From an optimization exercise on the open Yosys and OpenROAD flow, aimed at small area; shortcuts taken in it are not production practice. The RTL was checked by simulation tests, not by an equivalence proof against the original design.

File: design/flow/config.mk
export PLATFORM = sky130hd
export DESIGN_NAME = ldsdk_pll
export DESIGN_NICKNAME = ldsdk_pll
export VERILOG_FILES = /design/flow/design.v
export SDC_FILE = /design/flow/constraint.sdc
export NUM_CORES = 4
export LEC_CHECK = 0
export CAP_MARGIN = 20
export CORE_MARGIN = 2
export CORE_UTILIZATION = 40
export SLEW_MARGIN = 20
File: design/flow/constraint.sdc
create_clock -name core_clock -period 70.0 [get_ports {clk}]
set_input_delay 14.0000 -clock core_clock [delete_from_list [all_inputs] [get_ports {clk}]]
set_output_delay 14.0000 -clock core_clock [all_outputs]
set_load 0.01 [all_outputs]
File: design/flow/design.v
module ldsdk_pll #(
    parameter integer P_TICKS   = 240000,
    parameter integer REF_POINT = 1000,
    parameter integer TC        = 10,
    parameter integer K_CLIP    = 2,
    parameter integer G_LEAD    = 3,
    parameter integer G_CLIP    = 1,
    parameter integer G_INT     = 24,
    parameter integer SCALE     = 5,
    parameter integer TRIM_BITS = 10
) (
    input  wire                 clk,
    input  wire                 rst,
    input  wire                 in_valid,
    output wire                 in_ready,
    input  wire [15:0]          in_fn,
    input  wire [31:0]          in_t,
    input  wire                 in_wait_sync,
    input  wire                 in_sf_valid,
    input  wire [15:0]          in_sf_frame,
    output reg                  done,
    output reg                  start,
    output reg  [TRIM_BITS-1:0] trim_out,
    output reg                  sat,
    output reg  [31:0]          phase,
    output reg  [31:0]          err,
    output reg  [15:0]          last_fn,
    output reg  [31:0]          last_fts,
    output reg                  fault
);
    localparam signed [63:0] ACC_MAX  =  64'sd2147483647;
    localparam signed [63:0] ACC_MIN  = -64'sd2147483648;
    localparam signed [63:0] TRIM_MAX =  (64'sd1 <<< (TRIM_BITS - 1)) - 1;
    localparam signed [63:0] TRIM_MIN = -(64'sd1 <<< (TRIM_BITS - 1));
    reg signed [31:0] pll_lp;
    reg signed [31:0] pll_int;
    reg        busy;
    reg [15:0] e_fn;
    reg [31:0] e_t;
    reg        e_wait_sync;
    reg        e_sf_valid;
    reg [15:0] e_sf_frame;
    assign in_ready = !busy;
    wire [31:0] t_mod = e_t % P_TICKS;
    wire [31:0] raw   = (t_mod >= REF_POINT) ? (t_mod - REF_POINT)
                                             : (t_mod + P_TICKS - REF_POINT);
    wire signed [31:0] ph = ({raw, 1'b0} >= {1'b0, P_TICKS[31:0]})
                          ? $signed(raw - P_TICKS) : $signed(raw);
    wire signed [63:0] lp_sum  = $signed(pll_lp) + $signed(ph);
    wire               lp_ovf  = (lp_sum > ACC_MAX) || (lp_sum < ACC_MIN);
    wire signed [31:0] lp1     = lp_sum[31:0];
    wire signed [31:0] lead    = lp1 / $signed(TC);
    wire signed [63:0] lp_sub  = $signed(lp1) - $signed(lead);
    wire               lp2_ovf = (lp_sub > ACC_MAX) || (lp_sub < ACC_MIN);
    wire signed [31:0] lp2     = lp_sub[31:0];
    wire signed [31:0] clip    = (ph > 0) ? $signed(K_CLIP)
                               : (ph < 0) ? -$signed(K_CLIP) : 32'sd0;
    wire signed [63:0] it_sum  = $signed(pll_int) + $signed(ph);
    wire               it_ovf  = (it_sum > ACC_MAX) || (it_sum < ACC_MIN);
    wire signed [31:0] it      = it_sum[31:0];
    wire signed [31:0] t_lead  = lead / $signed(G_LEAD);
    wire signed [31:0] t_clip  = clip / $signed(G_CLIP);
    wire signed [31:0] t_int   = it / $signed(G_INT);
    wire signed [63:0] sum     = $signed(t_lead) + $signed(t_clip) + $signed(t_int);
    wire               sum_ovf = (sum > ACC_MAX) || (sum < ACC_MIN);
    wire signed [31:0] e_val   = $signed(sum[31:0]) / $signed(SCALE);
    wire signed [63:0] want     = -$signed({{32{e_val[31]}}, e_val});
    wire               want_ovf = (want > ACC_MAX) || (want < ACC_MIN);
    wire signed [63:0] trim     = (want > TRIM_MAX) ? TRIM_MAX
                                : (want < TRIM_MIN) ? TRIM_MIN : want;
    wire               trim_sat = (trim != want);
    wire gate = e_wait_sync && (!e_sf_valid || (e_sf_frame == e_fn));
    always @(posedge clk) begin
        if (rst) begin
            busy     <= 1'b0;
            done     <= 1'b0;
            start    <= 1'b0;
            pll_lp   <= 32'sd0;
            pll_int  <= 32'sd0;
            trim_out <= {TRIM_BITS{1'b0}};
            sat      <= 1'b0;
            phase    <= 32'd0;
            err      <= 32'd0;
            last_fn  <= 16'd0;
            last_fts <= 32'd0;
            fault    <= 1'b0;
        end else begin
            done  <= 1'b0;
            start <= 1'b0;
            if (!busy) begin
                if (in_valid) begin
                    busy        <= 1'b1;
                    e_fn        <= in_fn;
                    e_t         <= in_t;
                    e_wait_sync <= in_wait_sync;
                    e_sf_valid  <= in_sf_valid;
                    e_sf_frame  <= in_sf_frame;
                end
            end else begin
                busy <= 1'b0;
                done <= 1'b1;
                if (!fault) begin
                    phase <= ph;
                    if (lp_ovf || lp2_ovf) begin
                        fault <= 1'b1;
                    end else begin
                        pll_lp <= lp2;
                        if (it_ovf) begin
                            fault <= 1'b1;
                        end else begin
                            pll_int <= it;
                            if (sum_ovf) begin
                                fault <= 1'b1;
                            end else begin
                                err <= e_val;
                                if (want_ovf) begin
                                    fault <= 1'b1;
                                end else begin
                                    sat      <= trim_sat;
                                    trim_out <= trim[TRIM_BITS-1:0];
                                    last_fn  <= e_fn;
                                    last_fts <= e_t - ph;
                                    start    <= gate;
                                end
                            end
                        end
                    end
                end
            end
        end
    end
endmodule
File: design/flow/run.sh
#!/bin/bash
# synth_recipe.tcl (not shown) runs the flow's synth.tcl, then flattens the netlist and writes it again
# the make line also repeats each setting of config.mk as NAME=value (left out here)
make -C /OpenROAD-flow-scripts/flow DESIGN_CONFIG=/design/flow/config.mk WORK_HOME=/design/flow/orfs CLKGATE_MAP_FILE= SYNTH_SCRIPT=/design/flow/synth_recipe.tcl finish
==> run notes <==
==> cell families (layout without fill, tap and decap cells) <==
kind of cell	after synthesis	after routing	share of synthesized area, %
and+or+nand+nor	2456	2456	25.55
AOI/OAI and AO/OA	2173	2174	32.76
xor gates and xnor gates	637	637	12.13
buffers and inverters	581	798	4.989
muxes	257	257	5.716
DFF	254	254	12.28
adders and majority gates	228	228	6.572
other	1	3	0.008013
==> tightest hold or removal path, cell delays in order, from the launching register on <==
cell                      delay (ns)
sky130_fd_sc_hd__dfxtp_1        0.31
sky130_fd_sc_hd__nand2_1        0.05
sky130_fd_sc_hd__a21oi_1        0.05
==> layer usage <==
layer  share of wire [%]  track usage, %  vias up  wire (um)
li1                    -               -    25040          -
met1                  44           34.33    24530      72420
met2                  48           43.64     1779      78170
met3                 5.1           1.585      274       8342
met4                 3.3           7.682        2       5403
met5              0.0079               0        -         13
==> through the flow <==
| stage | util [%] | hold slack, ns | instances | cell area [um2] |
|---|---|---|---|---|
| 3_3_place_gp | 44.18 | 0.4419 | 8232 | 51270 |
| 3_5_place_dp | 44.18 | 0.4476 | 8232 | 51280 |
| 6_report | 46.25 | 0.4545 | 8331 | 53680 |
| 2_1_floorplan | - | 0.4175 | 6589 | 46800 |
| 4_1_cts | 45.05 | 0.4562 | 8290 | 52280 |
| 5_1_grt | 46.25 | 0.4733 | 8331 | 53680 |
==> area by class of cell <==
cell class	count	area (um2)
tap	1524	1907
inverter	260	975.9
clock buffer	42	857.1
clock inverter	16	118.9
multi-input combinational	5755	39940
sequential	254	5746
fill	11790	62370
timing repair buffer	480	4135
==> sequential cells by signal, summed over array words and instances (netlist names), 10 cells and up <==
register / count
e_t: 32
err: 32
phase: 32
pll_int: 32
pll_lp: 32
last_fts: 29
e_fn: 16
e_sf_frame: 16
last_fn: 16
trim_out: 10
==> final timing paths <==
path | from | to | slack (ns) | cells past startpoint
worst max-delay path | e_t[23] | trim_out[5] | 4.27 | 263
worst min-delay path | phase[13] | phase[13] | 0.45 | 2
worst max register to register | e_t[23] | trim_out[5] | 4.27 | 263
worst min register to register | phase[13] | phase[13] | 0.45 | 2
==> layout by cell type, fill, tap and decap left out, drive strengths merged, types with 188 or more instances in the layout <==
master	n
o21ai	421
mux2i	218
inv	260
nand2	608
a21oi	506
dfxtp	188
buf	289
xnor2	414
nor3	217
nor2	762
xor2	221
clkdlybuf4s50	191
==> what timing repair did <==
| item | in CTS | in global routing |
|---|---|---|
| pin swaps | 0 | 34 |
| cloned | 0 | 1 |
| buffers inserted | 0 | 40 |
| gates resized for setup | 7 | 205 |
| setup endpoints to repair | 57 | 90 |
| hold buffers | 0 | 0 |
==> PnR_summary.wiki <==
{| class="wikitable"
! Metric !! Value
|-
| Number of pins exceeding their max-slew limit in the final report || 0
|-
| Nature of the critical path endpoint || flip-flop
|-
| Longest individual stage delay on the worst path || roughly 0.64 ns
|-
| Clock Skews || 0.02728 ns
|-
| Remaining max-slew budget at the tightest pin || 19.04%
|-
| Flops & latches, synth || 254
|-
| Dominant cell type by area after synthesis || sky130_fd_sc_hd__dfxtp_1
|-
| Slowest-stage cell, CP || sky130_fd_sc_hd__or4_1
|-
| Count of final hold-check violations || 0
|-
| Startpoint type of the worst setup path || flip-flop
|-
| Leftover overflow at the end of global routing || 0
|-
| Placer congestion estimate || between 0.9 and 1
|-
| Length of the first detailed-routing pass in iterations || 6
|-
| Share of the synthesized area in the top cell type || 8.042%
|-
| Die outline height || 346.0 um
|-
| Area of the placeable core || around 120000 um2
|-
| Maximum root-to-sink buffer count || 3
|-
| First-pass GRT wire length || 256900 um
|-
| GRT Total Usage || 25.52%
|-
| Outcome || finished clean
|-
| Num CTS Buffers || 31
|-
| Fmax || 15.21 MHz
|-
| Starting density of the core || 40.33%
|-
| Post-synthesis instance total || 6587
|-
| Required time reported for the critical path endpoint || 70.45 ns
|-
| Number of synthesized flops with an enable pin || 66
|-
| Die W || 346.0 um
|-
| CP top delay family || compound AO/OA/AOI/OAI gates
|-
| Count of boundary I/O pins || 196
|-
| Row count || 125
|-
| Worst setup timing slack at the placement stage || -0.3366 ns
|-
| Number of levels the H-tree was split into || 1
|-
| Maximum number of pins on one net before global-route repair || 82
|-
| Synth area leaders || sky130_fd_sc_hd__dfxtp_1 (8.0%), sky130_fd_sc_hd__xnor2_1 (7.6%), sky130_fd_sc_hd__nor2_1 (6.1%)
|-
| Setup WS post-layout || 4.274 ns
|-
| Clock Sink Count || 254
|-
| Most used standard cells in the synthesized netlist || sky130_fd_sc_hd__nor2_1 (755), sky130_fd_sc_hd__nand2_1 (599), sky130_fd_sc_hd__a21oi_1 (494)
|-
| Clock latency (worst-skew pair) || around 0.62 ns
|-
| Most numerous cell in the Yosys netlist || sky130_fd_sc_hd__nor2_1
|-
| Share of cells above drive strength 1 || 11.19%
|-
| Post-route DRC violation count || 0
|-
| Netlist area before placement || 46800 um2
|-
| Area of the die || 119700 um2
|-
| Number of buffer cells added on primary ports || 192
|-
| Reported max-cap violation count || 0
|-
| Routed length per instance || 19.73 um
|-
| Crit path DAT || 66.17 ns
|-
| Average footprint of a synthesized cell || 7.105 um2
|-
| Via count of the first global-routing pass || about 47000
|-
| Count of unique library cells instantiated by Yosys || between 150 and 200
|-
| Final period utilization || ~94%
|-
| Seq/Total Area, Yosys || 12.28%
|-
| Worst-path clk slew || ~0.060 ns
|-
| Final #Nets || 7063
|-
| Antenna viol nets, final || 0
|-
| Hold crit path type || flip-flop to flip-flop
|-
| Sum Neg Setup Slack || 0 ns
|-
| Worst-path fanout max || 23
|-
| Relative area change from synthesis to final layout || 14.70%
|-
| Number of antenna violations at the first check in global routing || 2
|-
| Detailed placer's ending HPWL || 128400 um
|-
| CTS Root Cell || sky130_fd_sc_hd__clkbuf_16
|-
| Time the final worst path needs with I/O delays and setup || between 60 and 70 ns
|-
| Routed via count || 51620
|-
| Detailed Route Iter0 Violations || roughly 4500
|-
| Total length of routed wires || 164400 um
|-
| Asr flop ratio synth || 0%
|-
| Synth Warn # || 1
|-
| Routed via count divided by cell count || roughly 6.2
|-
| Setup-violating endpoint count in the final report || 0
|-
| Number of buffers and inverters on the critical path || 20
|-
| Top_reg_cell synth || sky130_fd_sc_hd__dfxtp_1
|-
| Count of inserted antenna diode cells || 0
|-
| Transition time at the pin with the least slew margin || 1.204 ns
|-
| Type of the worst setup path || flip-flop to flip-flop
|-
| Clock tree from TritonCTS || done
|}

-- separate check: timing with driven ports --
In the flow no input, the clock included, has a driving cell. The finished layout below was timed again as built, in two steps. Step 1, drivers: a clkbuf_16 drives clk and a buf_2 each remaining input, both assumed. Step 2, shift: input delay + t, output delay - t, t = (earliest + latest rising clock arrival at the registers) / 2. This alone moves slack from input paths to output paths. a / b / c = no drivers / after step 1 / after step 2; a / b = the first two.
t, ns: 0.672
setup WS [ns]: 4.274 / 4.274 / 4.274
hold slack, ns: 0.454 / 0.454 / 0.454
worst setup path after step 2: register to register
latest minus earliest clock arrival (ns): 0.027 / 0.028
After both steps this run still meets setup and hold. The setup slack of this run moves by 0.000 ns with the drivers and by 0.000 ns with both steps.
